From an optimization exercise on the open Yosys and OpenROAD flow, aimed at small area, a short achievable clock period and few clock cycles per item; shortcuts taken in it are not production practice.
In this exercise RTL edits were held to simulation tests only and were not proved equivalent to the original.
No activity file was given, so power comes from the tool's default toggle rates.

==> flow/design.v <==
module rbc #(
    parameter integer N_RX        = 32,
    parameter integer N_TX        = 32,
    parameter [7:0]   ESC_CHAR    = 8'h1B,
    parameter [7:0]   CANCEL_CHAR = 8'h18
) (
    input  wire        clk,
    input  wire        rst,
    input  wire        f_cmd_valid,
    input  wire [15:0] f_cmd,
    output reg         f_cmd_ready,
    output reg         f_rsp_valid,
    output wire [15:0] f_rsp,
    input  wire        a_enter,
    input  wire        a_leave,
    output reg         a_active,
    input  wire        a_cmd_valid,
    input  wire [15:0] a_cmd,
    output wire        a_cmd_ready,
    output reg         a_rsp_valid,
    output wire [15:0] a_rsp,
    input  wire        rx_valid,
    input  wire [7:0]  rx_byte,
    output reg         rx_ready,
    output reg         tx_valid,
    output reg  [7:0]  tx_byte,
    input  wire        tx_ready,
    output reg         cancel_pulse,
    output wire        cancel_pend
);
    localparam [7:0] CR = 8'h0D;
    localparam [7:0] LF = 8'h0A;
    localparam [3:0] OP_NOP = 4'h0, OP_RD = 4'h1, OP_WR = 4'h2, OP_RXPOP = 4'h3,
                     OP_TXPUSH = 4'h4, OP_RXEMPTY = 4'h5, OP_TXFULL = 4'h6,
                     OP_FSTEP = 4'h7, OP_CTLR = 4'h8, OP_CTLS = 4'h9, OP_CTLC = 4'hA,
                     OP_STAT = 4'hB, OP_CACK = 4'hC, OP_PTRR = 4'hD;
    wire [255:0] rx_flat, tx_flat;    
    reg [4:0] rx_head, rx_tail;
    reg [4:0] tx_head, tx_tail;
    reg       tx_ne;                  
    reg escf;
    reg cpend;
    reg rxie, txie, crlf, imask;
    reg [10:0] rsp;
    assign f_rsp = {5'b00000, rsp};
    assign a_rsp = {5'b00000, rsp};
    wire [7:0] ctrl = {4'b0000, imask, crlf, txie, rxie};
    wire rx_empty = (rx_head == rx_tail);
    wire rx_full  = (rx_head + 5'd1 == rx_tail);
    wire tx_full  = (tx_head + 5'd1 == tx_tail);
    wire tx_full2 = (tx_head + 5'd2 == tx_tail);    
    wire tx_last  = (tx_tail + 5'd1 == tx_head);    
    assign a_cmd_ready = a_active;
    wire   accept      = a_active ? a_cmd_valid : f_cmd_valid;
    wire [15:0] w      = a_active ? a_cmd : f_cmd;
    wire   a_open      = a_enter && !a_active && !imask && !f_cmd_valid;
    wire   a_close     = a_leave &&  a_active && !a_cmd_valid;
    wire   rxp_step    = rx_valid && rx_ready;
    wire   txc_step    = tx_valid && tx_ready;
    assign cancel_pend = cpend;
    wire [3:0] op = w[15:12];
    wire [7:0] d  = w[7:0];
    wire z_ok  = (w[11:8] == 4'h0);
    wire d_z   = (d == 8'h00);
    wire is_nop    = (op == OP_NOP);
    wire is_rd     = (op == OP_RD) || (op == OP_RXPOP);
    wire is_wr     = (op == OP_WR);
    wire is_txpush = (op == OP_TXPUSH);
    wire is_rxemp  = (op == OP_RXEMPTY);
    wire is_txful  = (op == OP_TXFULL);
    wire is_fstep  = (op == OP_FSTEP);
    wire is_ctlr   = (op == OP_CTLR);
    wire is_ctls   = (op == OP_CTLS);
    wire is_ctlc   = (op == OP_CTLC);
    wire is_stat   = (op == OP_STAT);
    wire is_cack   = (op == OP_CACK);
    wire is_ptrr   = (op == OP_PTRR);
    wire no_operand = is_nop || is_rd || is_rxemp || is_txful || is_ctlr || is_stat || is_cack;
    wire legal = z_ok && (op[3:1] != 3'b111) &&
                 !(no_operand && !d_z) && !(is_ptrr && (d[7:3] != 5'd0));
    wire go = accept && legal;
    wire acc_z     = accept && z_ok;
    wire go_wr     = acc_z && is_wr;
    wire go_txpush = acc_z && is_txpush;
    wire go_fstep  = acc_z && is_fstep;
    wire go_ctls   = acc_z && is_ctls;
    wire go_ctlc   = acc_z && is_ctlc;
    wire go_rd     = acc_z && is_rd && d_z;
    wire go_cack   = acc_z && is_cack && d_z;
    wire f_cancel = escf && (d == CANCEL_CHAR);
    wire f_none   = !escf && (d == ESC_CHAR);
    wire f_lit    = !f_cancel && !f_none;
    wire crlf_ins = crlf && (d == LF);
    wire push1 = !tx_full && ((go_wr && f_lit) || go_txpush);
    wire push2 = go_wr && crlf_ins && !tx_full && !tx_full2;
    wire [7:0] tx_d1 = (is_wr && crlf_ins) ? CR : d;
    reg       pw1, pw2;
    reg [4:0] pw_slot;
    reg [7:0] pw_data;
    always @(posedge clk) begin
        pw1     <= push1;
        pw2     <= push2;
        pw_slot <= tx_head;
        pw_data <= tx_d1;
    end
    wire [7:0] tx_d_even = pw_slot[0] ? LF : pw_data;
    wire [7:0] tx_d_odd  = pw_slot[0] ? pw_data : LF;
    wire [4:0] pw_slot1  = pw_slot + 5'd1;
    wire [4:0]   tx_tail1 = tx_tail + 5'd1;
    wire [255:0] tx_rot = {tx_flat[7:0], tx_flat[255:8]};
    wire [7:0]   tx_m1  = tx_rot[{tx_tail, 3'b000} +: 8];
    wire [7:0]   tx_q1  = (pw1 && pw_slot  == tx_tail1) ? pw_data :
                          (pw2 && pw_slot1 == tx_tail1) ? LF : tx_m1;
    wire [7:0] rx_q = rx_flat[{rx_tail, 3'b000} +: 8];
    wire [7:0] ptr_sel = (d[1:0] == 2'd0) ? {3'b000, tx_head} :
                         (d[1:0] == 2'd1) ? {3'b000, tx_tail} :
                         (d[1:0] == 2'd2) ? {3'b000, rx_tail} :
                                            {3'b000, rx_head};
    wire [7:0] ptr_val = d[2] ? (ptr_sel ^ (ptr_sel >> 1)) : ptr_sel;
    wire [7:0] status = {4'b0000, cpend, escf, tx_full ? 1'b0 : 1'b1, !rx_empty};
    reg [10:0] rsp_next;
    always @(*) begin
        rsp_next = 11'h000;
        if (!legal) rsp_next = 11'h200;
        else if (is_rd) rsp_next = rx_empty ? 11'h000 : {3'b001, rx_q};
        else if (is_txpush) rsp_next = tx_full ? 11'h000 : 11'h100;
        else if (is_rxemp) rsp_next = {2'b00, rx_empty, 8'h00};
        else if (is_txful) rsp_next = {2'b00, tx_full, 8'h00};
        else if (is_fstep) rsp_next = f_cancel ? 11'h400 : f_none ? 11'h000 : {3'b001, d};
        else if (is_ctlr || is_ctls || is_ctlc) rsp_next = {3'b001, ctrl};
        else if (is_stat) rsp_next = {3'b001, status};
        else if (is_cack) rsp_next = {2'b00, cpend, 8'h00};
        else if (is_ptrr) rsp_next = {3'b001, ptr_val};
    end
    genvar gi;
    generate
        for (gi = 0; gi < 32; gi = gi + 1) begin : g_slot
            wire tx_we1 = pw1 && (pw_slot == gi);
            wire tx_we2 = pw2 && (pw_slot1 == gi);
            reg [7:0] tq, rq;
            always @(posedge clk) begin
                if (tx_we1 || tx_we2) tq <= (gi % 2 == 0) ? tx_d_even : tx_d_odd;
                if (rxp_step && !rx_full && (rx_head == gi)) rq <= rx_byte;
            end
            assign tx_flat[8*gi +: 8] = tq;
            assign rx_flat[8*gi +: 8] = rq;
        end
    endgenerate
    wire a_active_n = a_open ? 1'b1 : a_close ? 1'b0 : a_active;
    reg [3:0] ctrl_n;     
    always @(*) begin
        ctrl_n = {imask, crlf, txie | (go_wr && f_lit && !tx_full), rxie};
        if (go_ctls) ctrl_n = ctrl[3:0] | d[3:0];
        if (go_ctlc) ctrl_n = ctrl[3:0] & ~d[3:0];
    end
    wire tx_ne_n = push1 || (tx_ne && !(txc_step && tx_last));
    always @(posedge clk) begin
        if (rst) begin
            rx_head <= 5'd0; rx_tail <= 5'd0;
            tx_head <= 5'd0; tx_tail <= 5'd0;
            tx_ne <= 1'b0;
            escf <= 1'b0; cpend <= 1'b0;
            rxie <= 1'b0; txie <= 1'b0; crlf <= 1'b1; imask <= 1'b0;
            a_active <= 1'b0; f_cmd_ready <= 1'b1;
            rx_ready <= 1'b0; tx_valid <= 1'b0;
            f_rsp_valid <= 1'b0; a_rsp_valid <= 1'b0;
            cancel_pulse <= 1'b0;
        end else begin
            f_rsp_valid  <= accept && !a_active;
            a_rsp_valid  <= accept &&  a_active;
            cancel_pulse <= (go_wr || go_fstep) && f_cancel;
            a_active    <= a_active_n;
            f_cmd_ready <= !a_active_n;
            {imask, crlf, txie, rxie} <= ctrl_n;
            rx_ready <= !a_active_n && !ctrl_n[3] && ctrl_n[0];
            tx_valid <= !a_active_n && !ctrl_n[3] && ctrl_n[1] && tx_ne_n;
            tx_ne    <= tx_ne_n;
            if (rxp_step && !rx_full) rx_head <= rx_head + 5'd1;
            if (txc_step) tx_tail <= tx_tail + 5'd1;
            if (go_rd && !rx_empty) rx_tail <= rx_tail + 5'd1;
            if (push2) tx_head <= tx_head + 5'd2;
            else if (push1) tx_head <= tx_head + 5'd1;
            if (go_wr || go_fstep) begin
                escf <= f_none;
                if (f_cancel) cpend <= 1'b1;
            end
            if (go_cack) cpend <= 1'b0;
        end
    end
    always @(posedge clk) begin
        if (!tx_ne || (txc_step && tx_last)) tx_byte <= tx_d1;
        else if (txc_step) tx_byte <= tx_q1;
    end
    always @(posedge clk) rsp <= rsp_next;
endmodule
clock: 8.0 ns
lec_check: 0
cap_margin: 20
core_margin: 2
core_utilization: 55
cts_cluster_diameter: 100
cts_cluster_size: 24
place_density: 0.75
setup_slack_margin: 5
slew_margin: 20
standard.sh (not shown) runs the stock make flow with config.mk's settings and CLKGATE_MAP_FILE= SYNTH_SCRIPT=/design/flow/synth_recipe.tcl, a recipe that flattens the netlist after the stock synthesis.
==> flow/flow/run.sh <==
#!/bin/bash
set -euo pipefail
export BUFFER_PORTS_ARGS="-buffer_cell sky130_fd_sc_hd__buf_1"
bash standard.sh > standard_flow.log 2>&1
The starting point ran to the end with no violations.
Testbench counts at the start, summed over its fixed seeds: cycles 77,611, commands 38,712.
Then changed:
--- a/flow/design.v
+++ b/flow/design.v
@@ -94,23 +94,22 @@
     wire push1 = !tx_full && ((go_wr && f_lit) || go_txpush);
     wire push2 = go_wr && crlf_ins && !tx_full && !tx_full2;
     wire [7:0] tx_d1 = (is_wr && crlf_ins) ? CR : d;
-    reg       pw1, pw2;
+    reg       pw1, pw2, byp1, byp2;
     reg [4:0] pw_slot;
     reg [7:0] pw_data;
     always @(posedge clk) begin
         pw1     <= push1;
         pw2     <= push2;
+        byp1    <= push1 && tx_last;
+        byp2    <= push2 && !tx_ne;
         pw_slot <= tx_head;
         pw_data <= tx_d1;
     end
     wire [7:0] tx_d_even = pw_slot[0] ? LF : pw_data;
     wire [7:0] tx_d_odd  = pw_slot[0] ? pw_data : LF;
-    wire [4:0] pw_slot1  = pw_slot + 5'd1;
-    wire [4:0]   tx_tail1 = tx_tail + 5'd1;
     wire [255:0] tx_rot = {tx_flat[7:0], tx_flat[255:8]};
     wire [7:0]   tx_m1  = tx_rot[{tx_tail, 3'b000} +: 8];
-    wire [7:0]   tx_q1  = (pw1 && pw_slot  == tx_tail1) ? pw_data :
-                          (pw2 && pw_slot1 == tx_tail1) ? LF : tx_m1;
+    wire [7:0]   tx_q1  = byp1 ? pw_data : byp2 ? LF : tx_m1;
     wire [7:0] rx_q = rx_flat[{rx_tail, 3'b000} +: 8];
     wire [7:0] ptr_sel = (d[1:0] == 2'd0) ? {3'b000, tx_head} :
                          (d[1:0] == 2'd1) ? {3'b000, tx_tail} :
@@ -118,25 +117,35 @@
                                             {3'b000, rx_head};
     wire [7:0] ptr_val = d[2] ? (ptr_sel ^ (ptr_sel >> 1)) : ptr_sel;
     wire [7:0] status = {4'b0000, cpend, escf, tx_full ? 1'b0 : 1'b1, !rx_empty};
-    reg [10:0] rsp_next;
-    always @(*) begin
-        rsp_next = 11'h000;
-        if (!legal) rsp_next = 11'h200;
-        else if (is_rd) rsp_next = rx_empty ? 11'h000 : {3'b001, rx_q};
-        else if (is_txpush) rsp_next = tx_full ? 11'h000 : 11'h100;
-        else if (is_rxemp) rsp_next = {2'b00, rx_empty, 8'h00};
-        else if (is_txful) rsp_next = {2'b00, tx_full, 8'h00};
-        else if (is_fstep) rsp_next = f_cancel ? 11'h400 : f_none ? 11'h000 : {3'b001, d};
-        else if (is_ctlr || is_ctls || is_ctlc) rsp_next = {3'b001, ctrl};
-        else if (is_stat) rsp_next = {3'b001, status};
-        else if (is_cack) rsp_next = {2'b00, cpend, 8'h00};
-        else if (is_ptrr) rsp_next = {3'b001, ptr_val};
-    end
+    wire l_rd    = z_ok && is_rd && d_z;
+    wire l_push  = z_ok && is_txpush;
+    wire l_rxemp = z_ok && is_rxemp && d_z;
+    wire l_txful = z_ok && is_txful && d_z;
+    wire l_fstep = z_ok && is_fstep;
+    wire l_ctl   = z_ok && ((is_ctlr && d_z) || is_ctls || is_ctlc);
+    wire l_stat  = z_ok && is_stat && d_z;
+    wire l_cack  = z_ok && is_cack && d_z;
+    wire l_ptrr  = z_ok && is_ptrr && (d[7:3] == 5'd0);
+    wire l_nop   = z_ok && is_nop && d_z;
+    wire l_any   = l_nop || (z_ok && is_wr) || l_rd || l_push || l_rxemp || l_txful || l_fstep ||
+                   l_ctl || l_stat || l_cack || l_ptrr;
+    wire [10:0] rsp_next =
+        {1'b0, !l_any, 9'h000} |
+        ({11{l_rd && !rx_empty}}    & {3'b001, rx_q}) |
+        ({11{l_push && !tx_full}}   & 11'h100) |
+        ({11{l_rxemp && rx_empty}}  & 11'h100) |
+        ({11{l_txful && tx_full}}   & 11'h100) |
+        ({11{l_fstep && f_cancel}}  & 11'h400) |
+        ({11{l_fstep && f_lit}}     & {3'b001, d}) |
+        ({11{l_ctl}}                & {3'b001, ctrl}) |
+        ({11{l_stat}}               & {3'b001, status}) |
+        ({11{l_cack && cpend}}      & 11'h100) |
+        ({11{l_ptrr}}               & {3'b001, ptr_val});
     genvar gi;
     generate
         for (gi = 0; gi < 32; gi = gi + 1) begin : g_slot
             wire tx_we1 = pw1 && (pw_slot == gi);
-            wire tx_we2 = pw2 && (pw_slot1 == gi);
+            wire tx_we2 = pw2 && (pw_slot == (gi + 31) % 32);    
             reg [7:0] tq, rq;
             always @(posedge clk) begin
                 if (tx_we1 || tx_we2) tq <= (gi % 2 == 0) ? tx_d_even : tx_d_odd;
Outcome: The new run passed the timing, design-rule and antenna checks; cell area drops by 2.6%; area after synthesis went down by 2.1%; worst setup slack is worse by 0.14 ns; wire length decreases by 6.5%; utilization drops by 0.25 points; combinational power drops by about 8%; power climbs by 0.32%; sequential cell count climbs by 2.
Testbench counts after the change, summed over its fixed seeds: cycles 77,611, commands 38,712.

==> what the ideal ports hide <==
In the flow no input, the clock included, has a driving cell. The finished layouts below were timed again as built, in two steps. Step 1 assumes that a clkbuf_16 drives the clock port and a buf_2 every other input. Step 2, shift: input delay + t, output delay - t, t = (earliest + latest rising clock arrival at the registers) / 2. This alone moves slack from input paths to output paths. a / b / c = ideal ports / drivers / drivers and shift; a / b = the first two.
| run | t, ns | setup slack, ns | worst hold slack (ns) | worst setup path at the end | worst slew at a driven data input, ns |
|---|---|---|---|---|---|
| the first run | 0.644 | 4.946 / 4.970 / 4.326 | 0.462 / 0.462 / 0.462 | input to register | 0.05 |
| the second run | 0.641 | 4.801 / 4.829 / 4.187 | 0.448 / 0.448 / 0.448 | input to register | 0.06 |
After both steps setup and hold are still met in every run listed. For the first run, which loses most, drivers alone change the setup slack by +0.024 ns; drivers and shift together by -0.620 ns.
